This design comes from an exercise in tuning for small area and a short achievable clock period on the open sky130 flow, not from production work. At most, simulation tests tie the RTL to the original design; equivalence was not proved. Power is estimated from default activity; no workload was simulated.

Setup of v59:
==> flow/design.v (excerpt) <==
module ook_decoder (
    input  wire        clk,
    input  wire        rst,
    input  wire        edge_valid,
    input  wire        edge_level,
    input  wire [31:0] edge_ts,
    input  wire        tick,
    output wire        rec_valid,
    output wire [7:0]  rec_id,
    output wire        rec_battery_ok,
    output wire [7:0]  rec_channel,
    output wire [15:0] rec_temp,
    output wire [7:0]  rec_hum,
    output reg  [15:0] ovf_count,
    output reg  [15:0] desync_count
);
    wire        in_mark, in_bit, in_gap, got_mark, bc36;
    wire        do_bit, do_gap, enq, ovf_en, desync_en;
    wire [63:0] enq_frame;
    wire        deq;
    wire        q_empty;
    wire        q_full;
    wire [29:0] q_fields;
    wire        q_match;
    wire        ovf;
    ook_assembler u_asm (
        .clk        (clk),
        .rst        (rst),
        .edge_valid (edge_valid),
        .edge_level (edge_level),
        .edge_ts    (edge_ts),
        .do_bit     (do_bit),
        .do_gap     (do_gap),
        .in_mark    (in_mark),
        .in_bit     (in_bit),
        .in_gap     (in_gap),
        .got_mark   (got_mark),
        .bc36       (bc36),
        .enq_frame  (enq_frame)
    );
    ook_events u_ev (
        .rst        (rst),
        .edge_valid (edge_valid),
        .edge_level (edge_level),
        .got_mark   (got_mark),
        .in_bit     (in_bit),
        .in_gap     (in_gap),
        .bc36       (bc36),
        .ovf_ok     (q_full && !deq && !(&ovf_count)),
        .desync_ok  (!(&desync_count)),
        .do_bit     (do_bit),
        .do_gap     (do_gap),
        .enq        (enq),
        .ovf_en     (ovf_en),
        .desync_en  (desync_en)
    );
    ook_queue u_queue (
        .clk         (clk),
        .rst         (rst),
        .enq         (enq),
  ...
For scale: ~1600 cells after synthesis, about 440 flip-flops, ~0.020 mm^2 of cells after synthesis.
clock: 10.0 ns
lec_check: 0
cap_margin: 20
core_margin: 2
core_utilization: 60
cts_cluster_diameter: 100
cts_cluster_size: 20
slew_margin: 20
standard.sh (not shown) runs the stock make flow with config.mk's settings and CLKGATE_MAP_FILE= SYNTH_SCRIPT=/design/flow/synth_recipe.tcl, a recipe that flattens the netlist after the stock synthesis.
==> flow/flow/run.sh <==
#!/bin/bash
# The standard layout (standard.sh), with these changes:
# - synthesis leaves adders to ABC instead of mapping them to the
#   library's half/full adder cells (ADDER_MAP_FILE empty), so that the
#   timestamp window logic is built as shallow logic, and ABC maps for a
#   heavier load per gate;
# - the timing repair after placement, CTS and global routing aims for a
#   margin below the clock period;
# - the port buffers are a small plain buffer cell.
set -euo pipefail
bash standard.sh ADDER_MAP_FILE= ABC_LOAD_IN_FF=15 SETUP_SLACK_MARGIN=6 \
  "BUFFER_PORTS_ARGS=-buffer_cell sky130_fd_sc_hd__buf_2" finish > flow_standard.log 2>&1
### v59 -> v50
diff --git a/flow/flow/run.sh b/flow/flow/run.sh
--- a/flow/flow/run.sh
+++ b/flow/flow/run.sh
@@ -9,4 +9,4 @@
 # - the port buffers are a small plain buffer cell.
 set -euo pipefail
-bash standard.sh ADDER_MAP_FILE= ABC_LOAD_IN_FF=15 SETUP_SLACK_MARGIN=6 \
+bash standard.sh ADDER_MAP_FILE= ABC_LOAD_IN_FF=30 SETUP_SLACK_MARGIN=6 \
   "BUFFER_PORTS_ARGS=-buffer_cell sky130_fd_sc_hd__buf_2" finish > flow_standard.log 2>&1
==> comparison <==
Compared v59 against v50; share of synthesized cell area in full adder, half adder and majority cells within noise.
NOTE filler cell count v59->v50 increased slightly
Number of cell instances on the worst register-to-register path was higher in the run labelled v50.
The inputs of v53 differ from those of v50 as listed below.
==> flow/flow/run.sh <==
#!/bin/bash
# The standard layout (standard.sh), with these changes:
# - synthesis leaves adders to ABC instead of mapping them to the
#   library's half/full adder cells (ADDER_MAP_FILE empty), so that the
#   timestamp window logic is built as shallow logic;
# - the timing repair after placement, CTS and global routing aims for a
#   margin below the clock period;
# - the port buffers are a small plain buffer cell.
set -euo pipefail
bash standard.sh ADDER_MAP_FILE= SETUP_SLACK_MARGIN=6 \
  "BUFFER_PORTS_ARGS=-buffer_cell sky130_fd_sc_hd__buf_1" finish > flow_standard.log 2>&1
diff --git a/flow/config.mk b/flow/config.mk
--- a/flow/config.mk
+++ b/flow/config.mk
@@ -8,5 +8,5 @@
 export CAP_MARGIN = 20
 export CORE_MARGIN = 2
-export CORE_UTILIZATION = 60
+export CORE_UTILIZATION = 70
 export CTS_CLUSTER_DIAMETER = 100
 export CTS_CLUSTER_SIZE = 20
### Flow results
- Sum of internal, switching and leakage power of v50 is on par with v53.
- When the final numbers for v50 and v53 were put side by side, the cell depth of the worst flop-to-flop path turned out to be smaller in v53.
- Diff v53..v50 | fraction of area in clock buffers and inverters | negligible
- | layout-stage area growth over the synthesis result | v53 vs v50 | 1.7 points higher |
- In v53, the synthesized area per cell came out about 2.8% above the value in v50.
- Going from v50 to v53, post-route fraction of the period consumed by the critical path shrinks by 0.34 points.
- Post-CTS setup-driven buffer insertion count, v50 and v53: smaller value in v50

* * *

Setup of indigo:
ook_decoder, a different RTL version from the one above (not shown whole).
Size in the first run: ~900 flip-flops, ~37000 um^2 of cells after synthesis.
==> flow/design.v (excerpt) <==
module ook_decoder (
    input  wire        clk,
    input  wire        rst,
    input  wire        edge_valid,
    input  wire        edge_level,
    input  wire [31:0] edge_ts,
    input  wire        tick,
    output wire        rec_valid,
    output wire [7:0]  rec_id,
    output wire        rec_battery_ok,
    output wire [7:0]  rec_channel,
    output wire [15:0] rec_temp,
    output wire [7:0]  rec_hum,
    output reg  [15:0] ovf_count,
    output reg  [15:0] desync_count
);
==> flow/config.mk <==
export PLATFORM = sky130hd
export DESIGN_NAME = ook_decoder
export DESIGN_NICKNAME = ook_decoder
export VERILOG_FILES = /design/flow/design.v
export SDC_FILE = /design/flow/constraint.sdc
export NUM_CORES = 4
export LEC_CHECK = 0
export CAP_MARGIN = 20
export CORE_MARGIN = 2
export CORE_UTILIZATION = 40
export SLEW_MARGIN = 20
==> flow/constraint.sdc <==
create_clock -name core_clock -period 10.0 [get_ports {clk}]
set_input_delay 2.0000 -clock core_clock [delete_from_list [all_inputs] [get_ports {clk}]]
set_output_delay 2.0000 -clock core_clock [all_outputs]
set_load 0.01 [all_outputs]
run.sh (not shown) runs the stock make flow with config.mk's settings and CLKGATE_MAP_FILE= SYNTH_SCRIPT=/design/flow/synth_recipe.tcl, a recipe that flattens the netlist after the stock synthesis.
Stock flow here: none of the scripts above is used.
Changes in lagoon relative to indigo:
diff --git a/flow/config.mk b/flow/config.mk
--- a/flow/config.mk
+++ b/flow/config.mk
@@ -6,6 +6,8 @@
 export NUM_CORES = 4
 export LEC_CHECK = 0
+export ABC_CLOCK_PERIOD_IN_PS = 3000
 export CAP_MARGIN = 20
 export CORE_MARGIN = 2
 export CORE_UTILIZATION = 40
+export SETUP_SLACK_MARGIN = 5
 export SLEW_MARGIN = 20
lagoon closes out successfully: all stages finished, all timing, DRC and antenna checks passed.
Changes observed in lagoon relative to indigo: count of buffers not belonging to the clock network in the layout has increased; clock-buffer cell count shows an increase of about 1.6%; clock network area share now sits lower.
Placer congestion estimate across indigo and lagoon: no real change.
Of indigo and lagoon, the run reporting the higher final standard cell count with taps included and fillers excluded was lagoon.
The fraction of the core area covered by cells at the end of the flow in lagoon sits 5.6 points above the value recorded for indigo.
Post-synthesis adder-cell area fraction: indigo vs lagoon identical
[compare] base=indigo new=lagoon: via count now larger, routed wire length now larger.
Diff indigo -> lagoon: clock power share higher, final period utilization lower.
No run of this note included a check of the RTL's function; only the layout flow was run.

* * *

Setup of job 101:
ook_decoder, a different RTL version from the one above (not shown whole).
Size: ~520 flip-flops, roughly 110 I/O pins.
==> flow/config.mk <==
export PLATFORM = sky130hd
export DESIGN_NAME = ook_decoder
export DESIGN_NICKNAME = ook_decoder
export VERILOG_FILES = /design/flow/design.v
export SDC_FILE = /design/flow/constraint.sdc
export NUM_CORES = 4
export LEC_CHECK = 0
export CAP_MARGIN = 20
export CORE_MARGIN = 2
export CORE_UTILIZATION = 40
export SLEW_MARGIN = 20
==> flow/constraint.sdc <==
create_clock -name core_clock -period 10.0 [get_ports {clk}]
set_input_delay 2.0000 -clock core_clock [delete_from_list [all_inputs] [get_ports {clk}]]
set_output_delay 2.0000 -clock core_clock [all_outputs]
set_load 0.01 [all_outputs]
Job 101 finished all stages; the layout is clean.
The inputs of job 102 differ from those of job 101 as listed below.
Settings: changing CORE_UTILIZATION from 40 to 60; setting SETUP_SLACK_MARGIN to 5 for the first time.
--- outcome ---
Placed instance area was lower in the run labelled job 102.
Comparing job 102 and job 101, the higher final-layout clock buffer total is on job 101.
Global-route wire length before repair: job 101 vs job 102, no meaningful difference
The number of buffers inserted during clock tree synthesis in job 102 sits 3 below the value recorded for job 101.
On routed length on met2: between job 102 and job 101, it ends up lower for job 101.
Here is what was changed in the inputs of job 103 compared with job 102.
Settings: SETUP_SLACK_MARGIN no longer set, was 5.
==> flow/flow/run.sh (new file) <==
#!/bin/bash
# Standard layout (standard synthesis, floorplan, placement, CTS, routing),
# with post-placement/CTS/GRT timing repair aimed below the clock period.
set -euo pipefail
bash standard.sh SETUP_SLACK_MARGIN=6.5 finish > flow_standard.log 2>&1
==> flow/standard.sh (new file) <==
#!/bin/bash
# synth_recipe.tcl (not shown) runs the flow's synth.tcl, then flattens the netlist and writes it again
# the make line also repeats each setting of config.mk as NAME=value (left out here)
make -C /OpenROAD-flow-scripts/flow DESIGN_CONFIG=/design/flow/config.mk WORK_HOME=/design/flow/orfs CLKGATE_MAP_FILE= SYNTH_SCRIPT=/design/flow/synth_recipe.tcl "${@:-finish}"
removed: flow/run.sh
Findings:
Between job 103 and job 102, final cell area excluding filler cells is higher for job 103, job 102 comes in under that. Wire length delta (job 103 − job 102): unfavourable. The final critical delay including setup and external delays in job 103 sits 0.19 ns below the value recorded for job 102. Post-place setup slack for job 103: 0.048 ns down relative to job 102. Job 103 vs job 102 — cell count climbed by a few percent. The via total after detailed routing of job 103 was inferior to that of job 102. Weighted congestion at the end of routability-driven global placement delta for job 103 relative to job 102: 4.7% higher.
Relative to job 103, the following input files were edited for job 104:
Settings: CTS_BUF_LIST now sky130_fd_sc_hd__clkbuf_8, previously not set; SETUP_SLACK_MARGIN now 5, previously not set; CTS_CLUSTER_SIZE now 30, previously not set.
==> flow/run.sh (new file) <==
#!/bin/bash
# synth_recipe.tcl (not shown) runs the flow's synth.tcl, then flattens the netlist and writes it again
# the make line also repeats each setting of config.mk as NAME=value (left out here)
make -C /OpenROAD-flow-scripts/flow DESIGN_CONFIG=/design/flow/config.mk WORK_HOME=/design/flow/orfs CLKGATE_MAP_FILE= SYNTH_SCRIPT=/design/flow/synth_recipe.tcl finish
removed: flow/flow/run.sh
removed: flow/standard.sh
### Flow results
Every run in the comparison, job 104 and job 103, completed the flow with a clean layout. Compared with job 103, job 104 shows a met1 track demand over resource that is 0.79 points lower. The combinational share of power of job 104 falls short of that of job 103 by 0.8 points. Job 103 ended up with edge_ts[1] as its launch point of the critical path; job 104 ended up with edge_ts[4]. In the reports for job 104 and job 103, the larger cell count of the worst reg-to-reg path belongs to job 103. Worst hold slack: job 104 < job 103. Job 104 against job 103: buffer and inverter count on the worst path went down 4, placement-stage cell area was more or less identical. Job 103 → job 104: sequential power closely matched the old numbers; final cell area excluding filler cells decreased by about 5% relative to the old numbers.
No functional check of the RTL was part of any run of this note.

static timing again, ports no longer ideal:
The flow's constraints put no driver on any port. The routed layouts listed below were extracted and timed again, unchanged, in two steps.
Step 1: set_driving_cell puts a clkbuf_16 on clk and a buf_2 on each other input, an assumption about the parent block.
Step 2 moves the port delays by t, midway between the first and last clock arrival at a register: inputs arrive t later, outputs are due t later. That takes back most of the time a late clock gives input paths.
Three values: ideal ports, drivers, drivers and shift; two values: the first two.
run	t (ns)	setup WS [ns]	worst setup path after step 2	clock arrival spread, ns
v59	0.599	5.905 / 5.912 / 5.314	input to register	0.017 / 0.017
v50	0.606	5.784 / 5.801 / 5.195	input to register	0.018 / 0.018
v53	0.599	5.818 / 5.833 / 5.234	input to register	0.014 / 0.015
indigo	0.711	2.326 / 2.369 / 1.658	input to register	0.037 / 0.036
lagoon	0.722	4.692 / 4.711 / 3.989	input to register	0.068 / 0.068
job 101	0.675	3.705 / 3.742 / 3.067	input to register	0.031 / 0.031
job 102	0.651	5.082 / 5.124 / 4.473	input to register	0.017 / 0.018
job 103	0.657	5.269 / 5.275 / 4.617	input to register	0.027 / 0.027
job 104	0.693	5.082 / 5.114 / 4.421	input to register	0.033 / 0.032
After both steps setup and hold are still met in every run listed. For lagoon, which loses most, drivers alone change the setup slack by +0.019 ns; drivers and shift together by -0.703 ns.
